What follows belongs to an exercise in optimizing a design on an open flow for small area; a production flow would make more cautious choices. The RTL was checked by simulation tests, not by an equivalence proof against the original design. The flow treats the clock pin as an ideal source, which a real chip does not have. Power figures rest on the tool's default switching activity, not on a simulated workload.

`flow/design.v`:
```
module tcpu_core (
    input  wire       clk,
    input  wire       rst,
    input  wire       start,
    input  wire [15:0] budget,
    output wire       mem_req,
    output wire       mem_we,
    output wire [7:0] mem_addr,
    output wire [7:0] mem_wdata,
    input  wire       mem_ready,
    input  wire [7:0] mem_rdata,
    output wire       tty_valid,
    output wire [7:0] tty_data,
    output reg  [2:0] status,
    output reg  [7:0] acc,
    output reg  [7:0] pc,
    output wire [7:0] ir,
    output reg        cf,
    output wire       zf
);
    localparam [4:0] U_END  = 5'd0,
                     U_FETCH= 5'd8,    
                     U_RTP  = 5'd9,    
                     U_RUP  = 5'd10,    
                     U_RPP  = 5'd11,    
                     U_RTT  = 5'd12,    
                     U_RPT  = 5'd13,    
                     U_RTF  = 5'd14,    
                     U_AMT  = 5'd16,   
                     U_AR   = 5'd17,   
                     U_UA   = 5'd18,   
                     U_INX  = 5'd19,   
                     U_RIN  = 5'd20,   
                     U_UFE  = 5'd21,   
                     U_TINC = 5'd22,   
                     U_TP2  = 5'd23,   
                     U_UTM  = 5'd24,   
                     U_WTU  = 5'd4,   
                     U_WFU  = 5'd5,   
                     U_TTY  = 5'd1,   
                     U_STOP = 5'd2;   
    reg [7:0]  t, u;         
    reg [5:0]  irl;          
    reg [15:0] ring;         
    reg [1:0]  rph;          
    reg [2:0]  st;           
    reg [2:0]  bph;          
    reg        rv;           
    reg        c;            
    wire running = (status == 3'd1);
    assign zf       = (acc == 8'h00);
    assign tty_data = acc;
    wire [5:0] op = irl;
    assign ir = {(status == 3'd4) ? t[7:6] : 2'b00, irl};
    wire bad    = t[7] | t[6] | (op[5] & (op[4] | op[3] | (op[2] & (op[1] | op[0]))));
    wire f_ttyi = (op == 6'h0E);
    wire f_halt = (op == 6'h10);
    reg [4:0] uop;
    always @* begin
        uop = U_END;
        if (st == 3'd0) uop = U_FETCH;
        else if (st == 3'd1 && (bad || f_ttyi || f_halt)) uop = U_STOP;
        else if (st == 3'd7) uop = U_END;
        else begin
            case (op)
                6'h00, 6'h01, 6'h03, 6'h04, 6'h05,      
                6'h06, 6'h15, 6'h16:                    
                    case (st) 3'd1: uop = U_RTP; 3'd2: uop = U_AMT; default: ; endcase
                6'h02:                                  
                    case (st) 3'd1: uop = U_RTP; 3'd2: uop = U_RTT; 3'd3: uop = U_AMT; default: ; endcase
                6'h07:                                  
                    case (st) 3'd1: uop = U_RTP; 3'd2: uop = U_UA; 3'd3: uop = U_WTU; default: ; endcase
                6'h08:                                  
                    case (st) 3'd1: uop = U_RTP; 3'd2: uop = U_RUP; 3'd3: uop = U_RTT;
                              3'd4: uop = U_UA; 3'd5: uop = U_WTU; default: ; endcase
                6'h09:                                  
                    case (st) 3'd1: uop = U_RPP; default: ; endcase
                6'h0A:                                  
                    case (st) 3'd1: uop = zf ? U_RPP : U_RTP; default: ; endcase
                6'h0B:                                  
                    case (st) 3'd1: uop = cf ? U_RPP : U_RTP; default: ; endcase
                6'h0C:                                  
                    case (st) 3'd1: uop = U_RTP; 3'd2: uop = U_RPT; default: ; endcase
                6'h0D:                                  
                    case (st) 3'd1: uop = U_RTP; 3'd2: uop = zf ? U_RPT : U_RUP; default: ; endcase
                6'h0F:                                  
                    case (st) 3'd1: uop = U_TTY; default: ; endcase
                6'h11, 6'h18, 6'h19:                    
                    case (st) 3'd1: uop = U_AR; default: ; endcase
                6'h12, 6'h13:                           
                    case (st) 3'd1: uop = U_RTP; 3'd2: uop = U_RUP; 3'd3: uop = U_INX;
                              3'd4: uop = U_WTU; default: ; endcase
                6'h14:                                  
                    case (st) 3'd1: uop = U_RTP; 3'd2: uop = U_AR; default: ; endcase
                6'h1A, 6'h1B:                           
                    case (st) 3'd1: uop = U_RTP; 3'd2: uop = U_RIN; 3'd3: uop = U_WTU; default: ; endcase
                6'h1C:                                  
                    case (st) 3'd1: uop = U_UFE; 3'd2: uop = U_WFU; default: ; endcase
                6'h1D, 6'h1F, 6'h24:                    
                    case (st)
                        3'd1: uop = (op == 6'h1D) ? U_RTP : U_RUP;
                        3'd2: uop = (op == 6'h1D) ? U_UA : (op == 6'h1F) ? U_RPP : U_RTF;
                        3'd3: uop = U_RTF; 3'd4: uop = U_WTU; 3'd5: uop = U_UTM; 3'd6: uop = U_WFU;
                        default: ;
                    endcase
                6'h1E, 6'h20, 6'h23:                    
                    case (st)
                        3'd1: uop = U_RTF; 3'd2: uop = U_TINC; 3'd3: uop = U_WFU;
                        3'd4: uop = (op == 6'h1E) ? U_AMT : (op == 6'h20) ? U_RPT : U_RTP;
                        default: ;
                    endcase
                6'h21:                                  
                    case (st) 3'd1: uop = U_RTF; 3'd2: uop = U_TP2; 3'd3: uop = U_AMT; default: ; endcase
                6'h22:                                  
                    case (st) 3'd1: uop = U_RTF; 3'd2: uop = U_TP2; 3'd3: uop = U_UA;
                              3'd4: uop = U_WTU; 3'd5: uop = U_RTP; default: ; endcase
                default: ;                              
            endcase
        end
    end
    wire op_add  = (op == 6'h03) || (op == 6'h04);
    wire op_sub  = (op == 6'h05) || (op == 6'h06);
    wire op_nand = (op == 6'h15) || (op == 6'h16);
    wire op_odd  = op[0];
    wire op_imm  = (op == 6'h00) || (op == 6'h03) || (op == 6'h05) || (op == 6'h15);
    reg       k_rd, k_ser, k_mem, k_wr;    
    reg       a_pc, a_ff;                  
    reg       postinc;                     
    reg       l_ir, l_t, l_u, l_pc;        
    reg [2:0] xs;                          
    reg [1:0] ys;                          
    reg       yinv, cin1, cin_a7, f_nand, f_shift;
    reg       d_a, d_t, d_u;
    reg       cf_we;
    always @* begin
        k_rd = 1'b0; k_ser = 1'b0; k_mem = 1'b0; k_wr = 1'b0;
        a_pc = 1'b0; a_ff = 1'b0; postinc = 1'b0;
        l_ir = 1'b0; l_t = 1'b0; l_u = 1'b0; l_pc = 1'b0;
        xs = 3'd0; ys = 2'd0; yinv = 1'b0; cin1 = 1'b0; cin_a7 = 1'b0;
        f_nand = 1'b0; f_shift = 1'b0;
        d_a = 1'b0; d_t = 1'b0; d_u = 1'b0;
        cf_we = 1'b0;
        case (uop)
            U_FETCH: begin k_rd = 1'b1; a_pc = 1'b1; postinc = 1'b1; l_ir = 1'b1; l_t = 1'b1; end
            U_RTP:   begin k_rd = 1'b1; a_pc = 1'b1; postinc = 1'b1; l_t = 1'b1; end
            U_RUP:   begin k_rd = 1'b1; a_pc = 1'b1; postinc = 1'b1; l_u = 1'b1; end
            U_RPP:   begin k_rd = 1'b1; a_pc = 1'b1; l_pc = 1'b1; end
            U_RTT:   begin k_rd = 1'b1; l_t = 1'b1; end
            U_RPT:   begin k_rd = 1'b1; l_pc = 1'b1; end
            U_RTF:   begin k_rd = 1'b1; a_ff = 1'b1; l_t = 1'b1; end
            U_AMT: begin
                k_ser = 1'b1; k_mem = ~op_imm; ys = op_imm ? 2'd3 : 2'd1; d_a = 1'b1;
                if (op_add | op_sub | op_nand) xs = 3'd2;
                yinv = op_sub; cin1 = op_sub; f_nand = op_nand; cf_we = op_add | op_sub;
            end
            U_AR: begin
                k_ser = 1'b1; xs = 3'd2; d_a = 1'b1;
                if (op[3]) begin yinv = op_odd; cin1 = ~op_odd; end    
                else f_shift = 1'b1;                                   
                cin_a7 = (op == 6'h14);
            end
            U_UA:    begin k_ser = 1'b1; xs = 3'd2; d_u = 1'b1; end
            U_INX:   begin k_ser = 1'b1; k_mem = 1'b1; xs = op_odd ? 3'd6 : 3'd5; ys = 2'd1; cin1 = op_odd; d_u = 1'b1; end
            U_RIN:   begin k_ser = 1'b1; k_mem = 1'b1; xs = op_odd ? 3'd1 : 3'd0; ys = 2'd1; cin1 = ~op_odd; d_a = 1'b1; d_u = 1'b1; end
            U_UFE:   begin k_ser = 1'b1; xs = 3'd1; yinv = 1'b1; d_u = 1'b1; end
            U_TINC:  begin k_ser = 1'b1; xs = 3'd4; cin1 = 1'b1; d_t = 1'b1; d_u = 1'b1; end
            U_TP2:   begin k_ser = 1'b1; xs = 3'd4; ys = 2'd2; d_t = 1'b1; end
            U_UTM:   begin k_ser = 1'b1; xs = 3'd4; yinv = 1'b1; d_u = 1'b1; end
            U_WTU:   begin k_wr = 1'b1; end
            U_WFU:   begin k_wr = 1'b1; a_ff = 1'b1; end
            default: ;
        endcase
    end
    wire rbit = mem_rdata[bph];
    reg  x;
    always @* begin
        case (xs)
            3'd1: x = 1'b1;
            3'd2: x = acc[0];
            3'd4: x = t[0];
            3'd5: x = u[0];
            3'd6: x = ~u[0];
            default: x = 1'b0;
        endcase
    end
    wire y0  = (ys == 2'd1) ? rbit : (ys == 2'd2) ? (bph == 3'd1) : (ys == 2'd3) ? t[0] : 1'b0;
    wire y   = y0 ^ yinv;
    wire ci  = (bph == 3'd0) ? (cin1 | (cin_a7 & acc[7])) : c;
    wire r   = f_shift ? ci : f_nand ? ~(x & y) : (x ^ y ^ ci);
    wire co  = f_shift ? x : ((x & y) | (x & ci) | (y & ci));
    wire last = (bph == 3'd7);
    wire step = running && k_ser && (!k_mem || rv);
    wire done = running && (k_ser ? (step && last) :
                            k_rd  ? rv :
                            k_wr  ? mem_ready : 1'b1);
    wire s_a = d_a | (xs == 3'd2);
    wire s_t = d_t | (xs == 3'd4) | (ys == 2'd3);
    wire s_u = d_u | (xs == 3'd5) | (xs == 3'd6);
    assign mem_req   = running && ((k_rd && !rv) || (k_mem && !(rv && last)) || k_wr);
    assign mem_we    = k_wr;
    assign mem_addr  = a_ff ? 8'hFF : a_pc ? pc : t;
    assign mem_wdata = u;
    assign tty_valid = running && (uop == U_TTY);
    wire pc_inc = running && postinc && mem_req && mem_ready;
    wire       bscan = running && (st == 3'd7) && bph[0];
    wire [3:0] bsub  = (rph == 2'd0) ? 4'd2 : {3'b000, c};
    wire [4:0] bdiff = {1'b0, ring[3:0]} - {1'b0, bsub};
    wire       expire = bdiff[4] & ring[4];       
    always @(posedge clk) begin
        rv   <= mem_req & mem_ready & ~mem_we;
        rph  <= rph + 2'd1;
        ring <= {bscan ? bdiff[3:0] : ring[3:0], ring[15:4]};
        if (step) c <= co;
        if (bscan) c <= bdiff[4];
        if (rv && l_t) t <= mem_rdata;
        else if (step && s_t) t <= {d_t ? r : t[0], t[7:1]};
        if (rv && l_u) u <= mem_rdata;
        else if (step && s_u) u <= {d_u ? r : u[0], u[7:1]};
        if (rst) begin
            status    <= 3'd0;
            st        <= 3'd0;
            bph       <= 3'd0;
            acc       <= 8'h00;
            pc        <= 8'h00;
            irl       <= 6'h00;
            cf        <= 1'b0;
        end else begin
            if (status == 3'd0 && start) begin
                status <= 3'd1;
                rph    <= 2'd0;
                ring   <= {budget[14:0], (budget[14:0] != 15'd0) & ~budget[15]};
            end
            if (step) begin
                bph <= bph + 3'd1;
                if (s_a)  acc <= {d_a ? r : acc[0], acc[7:1]};
                if (cf_we) cf <= co;
            end
            if (pc_inc) pc <= pc + 8'd1;
            else if (running && rv && l_pc) pc <= mem_rdata;
            if (running && rv && l_ir) irl <= mem_rdata[5:0];
            if (running) begin
                if (st == 3'd7) begin
                    if (rph == 2'd3) begin
                        if (bph[0] && expire) status <= 3'd3;
                        if (bph[0]) st <= 3'd0;
                        bph <= {2'b00, ~bph[0]};
                    end
                end else if (uop == U_STOP) begin
                    if (bad)         status <= 3'd4;
                    else if (f_ttyi) status <= 3'd5;
                    else             status <= 3'd2;
                end else if (uop == U_END) begin
                    st <= 3'd7;
                end else if (done) begin
                    st <= st + 3'd1;
                end
            end
        end
    end
endmodule
```
`flow/flow/run.sh`:
```
#!/bin/bash
# Own layout flow:
#  1. the standard synthesis (bash standard.sh synth), kept for reference;
#  2. the same synthesis again without the full/half-adder extraction
#     (ADDER_MAP_FILE empty), used only if its registers (instance names and
#     cells) are exactly the standard synthesis's;
#  3. the combinational logic re-mapped by ABC for area (flow/remap.ys,
#     flow/remap.abc); the registers stay black boxes, untouched;
#  4. the standard layout from floorplan to finish on that netlist, with
#     the smallest buffer on each port and a clock tree of small buffers
#     without dummy loads, a clock buffer upsized where the clock pins it
#     drives would see a high slew (flow/post_cts.tcl).
# Each tool's output goes to a log file of its own in this folder.
set -euo pipefail
W=$(pwd)
R=$W/orfs/results/${FLOW_PLATFORM:-sky130hd}/tcpu_core/base
LIB=$FLOW_HOME/platforms/sky130hd/lib/sky130_fd_sc_hd__tt_025C_1v80.lib
YOSYS=$FLOW_HOME/../tools/install/yosys/bin/yosys
[[ -x $YOSYS ]] || YOSYS=yosys

regs() {  # sequential cell instances of a netlist: "cell instance", sorted
    grep -E '^\s*sky130_fd_sc_hd__(df|edf|sdf|sedf|dl[rx])[a-z0-9_]* ' "$1" | awk '{print $1, $2}' | sort
}

# 1. standard synthesis
bash standard.sh synth > $W/flow_1_synth.log 2>&1
cp $R/1_2_yosys.v $W/standard_1_2_yosys.v
regs $W/standard_1_2_yosys.v > $W/standard_regs.txt

# 2. the same synthesis without adder extraction
rm -f $R/1_2_yosys.v $R/1_2_yosys.sdc $R/1_synth.odb $R/1_synth.sdc
SRC=$W/standard_1_2_yosys.v
if bash standard.sh ADDER_MAP_FILE= synth > $W/flow_2_synth_noadders.log 2>&1; then
    cp $R/1_2_yosys.v $W/noadders_1_2_yosys.v
    regs $W/noadders_1_2_yosys.v > $W/noadders_regs.txt
    if cmp -s $W/standard_regs.txt $W/noadders_regs.txt; then
        SRC=$W/noadders_1_2_yosys.v
    fi
fi
echo "re-mapping $SRC" > $W/flow_source.txt

# 3. re-map the combinational logic
sed -e "s#@LIB@#$LIB#g" -e "s#@IN@#$SRC#" -e "s#@OUT@#$W/remapped.v#" \
    -e "s#@ABC@#$W/flow/remap.abc#" $W/flow/remap.ys > $W/remap_run.ys
$YOSYS -s $W/remap_run.ys > $W/flow_3_remap.log 2>&1
regs $W/remapped.v > $W/remapped_regs.txt
cmp $W/standard_regs.txt $W/remapped_regs.txt
cp $W/remapped.v $R/1_2_yosys.v
cp $W/orfs/results/${FLOW_PLATFORM:-sky130hd}/tcpu_core/base/1_2_yosys.sdc $W/ 2>/dev/null || true
rm -f $R/1_synth.odb $R/1_synth.sdc
touch $R/1_2_yosys.v

# 4. standard layout on the re-mapped netlist
bash standard.sh \
    "BUFFER_PORTS_ARGS=-buffer_cell sky130_fd_sc_hd__buf_1" \
    "CTS_ARGS=-sink_clustering_enable -repair_clock_nets -dont_use_dummy_load -buf_list sky130_fd_sc_hd__clkbuf_4 -sink_clustering_size 24 -sink_clustering_max_diameter 80" \
    "POST_CTS_TCL=$W/flow/post_cts.tcl" \
    finish > $W/flow_4_layout.log 2>&1
test -s $W/out/final.def
```
`flow/flow/post_cts.tcl`:
```
estimate_parasitics -placement
set upsized 0
foreach inst [get_cells -hierarchical *] {
  set master [get_property $inst ref_name]
  if { $master ne "sky130_fd_sc_hd__clkbuf_4" } { continue }
  set out [get_pins -of_objects $inst -filter "direction == output"]
  set net [get_nets -of_objects $out]
  set worst 0.0
  foreach p [get_pins -of_objects $net -filter "direction == input"] {
    set s [get_property $p slew_max]
    if { $s > $worst } { set worst $s }
  }
  if { $worst > 0.100 } {
    replace_cell $inst sky130_fd_sc_hd__clkbuf_8
    incr upsized
  }
}
puts "post_cts: upsized $upsized clock buffers"
if { $upsized > 0 } {
  detailed_placement
  check_placement -verbose
  estimate_parasitics -placement
}
```
`flow/flow/remap.abc`:
```
strash
&get -n
&fraig -x
&put
scorr
dc2
strash
&get -n
&deepsyn -T 180
&put
&get -n
&dch -f
&nf -R 1000
&put
```
`flow/flow/remap.ys`:
```
# Re-map the combinational part of the standard synthesis netlist for area.
# Registers (sequential cells) stay black boxes, so their instances, names
# and cell types are exactly the standard synthesis's.
read_liberty -ignore_miss_func @LIB@
read_verilog @IN@
hierarchy -top tcpu_core
blackbox sky130_fd_sc_hd__df* sky130_fd_sc_hd__edf* sky130_fd_sc_hd__sdf* sky130_fd_sc_hd__sedf* sky130_fd_sc_hd__dl*
flatten
opt -purge
abc -liberty @LIB@ -dont_use *lpflow* -dont_use *probe* -script @ABC@
opt_clean -purge
hilomap -singleton -hicell sky130_fd_sc_hd__conb_1 HI -locell sky130_fd_sc_hd__conb_1 LO
splitnets
opt_clean -purge
insbuf -buf sky130_fd_sc_hd__buf_1 A X
check
stat -liberty @LIB@
write_verilog -noattr -noexpr -nohex -nodec @OUT@
```
`flow/standard.sh`:
```
#!/bin/bash
# synth_recipe.tcl (not shown) runs the flow's synth.tcl, then flattens the netlist and writes it again
# the make line also repeats each setting of config.mk as NAME=value (left out here)
make -C /OpenROAD-flow-scripts/flow DESIGN_CONFIG=/design/flow/config.mk WORK_HOME=/design/flow/orfs CLKGATE_MAP_FILE= SYNTH_SCRIPT=/design/flow/synth_recipe.tcl "${@:-finish}"
```
`flow/config.mk`:
```
export PLATFORM = sky130hd
export DESIGN_NAME = tcpu_core
export DESIGN_NICKNAME = tcpu_core
export VERILOG_FILES = /design/flow/design.v
export SDC_FILE = /design/flow/constraint.sdc
export NUM_CORES = 4
export LEC_CHECK = 0
export ABC_AREA = 1
export CAP_MARGIN = 20
export CORE_MARGIN = 2
export CORE_UTILIZATION = 70
export PLACE_DENSITY = 0.75
export SLEW_MARGIN = 20
```
`flow/constraint.sdc`:
```
create_clock -name core_clock -period 10.0 [get_ports {clk}]
set_input_delay 2.0000 -clock core_clock [delete_from_list [all_inputs] [get_ports {clk}]]
set_output_delay 2.0000 -clock core_clock [all_outputs]
set_load 0.01 [all_outputs]
```
==> results.json <==
{
  "hold_ws_ns": 0.456,
  "cts_sinks": 68,
  "nFillCells": 361,
  "grt_antenna_before_repair": 0,
  "critPathRequiredTime_ns": 8.00,
  "grt_pass1_wl_um": 19500,
  "wirelength_um": 12200,
  "place.port_buffers": 83,
  "crit_path_start_kind": "flop",
  "dr.pass1.iters": 5,
  "grt_max_degree": 21,
  "vias_per_cell": 6.82,
  "crit_path_max_fanout": 20,
  "cts_tree": "built",
  "max_freq_mhz": 125,
  "initial_core_util": 0.728,
  "worst_pin_slew_ns": 0.853,
  "synth.avg_cell_area_um2": 7.71,
  "status": "no timing/DRC/antenna violations",
  "fin_crit_sh": 0.802,
  "drc": 0,
  "finalSetupTns_ns": 0,
  "fp.dieW_um": 79.7,
  "grt_overflow": 0,
  "peakVddDrop_mv": 0.104,
  "die_y_um": 79.7,
  "synth_nets": 548,
  "final_core_util": 0.788,
  "drv_slew": 0,
  "core_um2": 5510,
  "grt_pass1_vias": 3977,
  "num_vias": 4388,
  "place_hpwl_um": 8780,
  "final_common_cell": "nor2_1",
  "area_delta_synth_final_pct": 8.34,
  "holdCritPathClass": "reg -> reg",
  "rsz0062_at_grt": "false",
  "crit_chain": "or2_0 -> o22ai_1 -> o32ai_1 -> and2_0 -> clkinv_1 -> o21ai_0 -> o22a_1 -> o221ai_1 -> a21oi_1 -> o32ai_1 -> o311ai_0 -> o21bai_1 -> nor3_1 -> nand2_1 -> nor2_1 -> a21oi_1 -> a21boi_0 -> a41oi_1 -> o31a_1 -> buf_1",
  "arrival_ns": 6.02,
  "clk_transition_reported_paths_ns": 0.09,
  "drive_gt1_frac": 0.0158,
  "diodes": 0,
  "max_stage_delay_ns": 0.75,
  "io_pins": 84,
  "final_cell_mix": "nor2_1 (93), buf_1 (83), nand2_1 (52)",
  "grt_usage": 0.397,
  "die_area_um2": 6350,
  "path_class": "reg -> out",
  "fin_skew_ns": 0.0292,
  "num_rows": 27,
  "drv_cap": 0,
  "syn_inst": 520,
  "gp_congestion": 1.01,
  "period_needed_ns": 8.02,
  "p_leak_nw": 1.58,
  "end_kind": "primary output",
  "setup_viol": 0,
  "yosys_warnings": 1,
  "crit_slowest_cell": "dfxtp_1",
  "clk_latency_ns": 0.36,
  "postRouteAntennaNets": 0,
  "hold_viol_final": 0,
  "drt-wirelength-per-cell_um": 19.0,
  "drt_iter0_drc": 772,
  "slew_headroom": 0.427,
  "reg2reg_slack_ns": 3.07,
  "power.density_nw_per_um2": 136,
  "synth_area_um2": 4010,
  "fin_nets": 601
}
-- metal layers --
layer | vias to the layer above | track usage | part of all wire
met5 | - | 0 | 0
li1 | 1955 | - | -
met4 | 0 | 0.181 | 0.042
met1 | 1991 | 0.530 | 0.38
met3 | 64 | 0.0792 | 0.12
met2 | 378 | 0.622 | 0.45
-- through the flow --
stage	cells	power, W	area, µm²	worst slack, ns
after floorplan	520	0.000407	4010	3.80
after global placement	634	0.000439	4260	2.94
after detailed placement	634	0.000446	4260	2.67
after global routing	643	0.000612	4340	1.66
final	643	0.000591	4340	1.98
-- worst paths after layout --
kind | startpoint | endpoint | cells after the start
worst max-delay path | irl[1]$_SDFFE_PP0P_ | mem_req | 20
worst min register to register | ring[8]$_DFF_P_ | ring[4]$_DFF_P_ | 2
worst min-delay path | ring[8]$_DFF_P_ | ring[4]$_DFF_P_ | 2
worst max register to register | irl[1]$_SDFFE_PP0P_ | acc[7]$_SDFFE_PP0P_ | 24
-- flip-flops by register name, summed over array words and instances, names as in the netlist, 2 cells and up --
register  cells
rph           2
st            3
irl           6
u             8
pc            8
t             8
bph           3
ring         16
status        3
acc           8
-- critical path: cells and delay by family (launching register included) --
family	cells	cell delay (ns)
AOI/OAI and AO/OA	13	3.26
buffers and inverters	2	0.24
DFF	1	0.75
and+or+nand+nor	5	1.42
-- layout make-up --
type                       count  area (µm²)  share of cell area
sequential                    68        1530               0.353
timing repair buffer          83         312              0.0718
clock buffer                   9        86.3              0.0199
multi-input combinational    394        2260               0.520
tap                           72        90.1              0.0207
inverter                      17        63.8              0.0147
-- where the power goes --
part	leakage [nW]	internal, W	switching (W)
registers	0.575	0.000308	0.0000214
clock network	0.0492	0.0000551	0.0000907
logic	0.955	0.0000425	0.0000740

afterwards: timing with drivers on the ports:
How much do the figures lean on ideal ports? The routed layout below was timed once more, with nothing changed but the port constraints. Step 1: set_driving_cell puts a clkbuf_16 on clk and a buf_2 on each other input, an assumption about the parent block. Step 2 moves the port delays by t, midway between the first and last clock arrival at a register: inputs arrive t later, outputs are due t later. That takes back most of the time a late clock gives input paths. a / b / c = ideal ports / drivers / drivers and shift; a / b = the first two.
t (ns): 0.378
setup slack, ns: 1.983 / 1.949 / 2.327
hold WS [ns]: 0.456 / 0.456 / 0.456
worst register clock-pin slew, ns: 0.11 / 0.11
cell pins on the clock port's net: 1
After both steps this run still meets setup and hold. For this run, drivers alone change the setup slack by -0.034 ns; drivers and shift together by +0.344 ns.
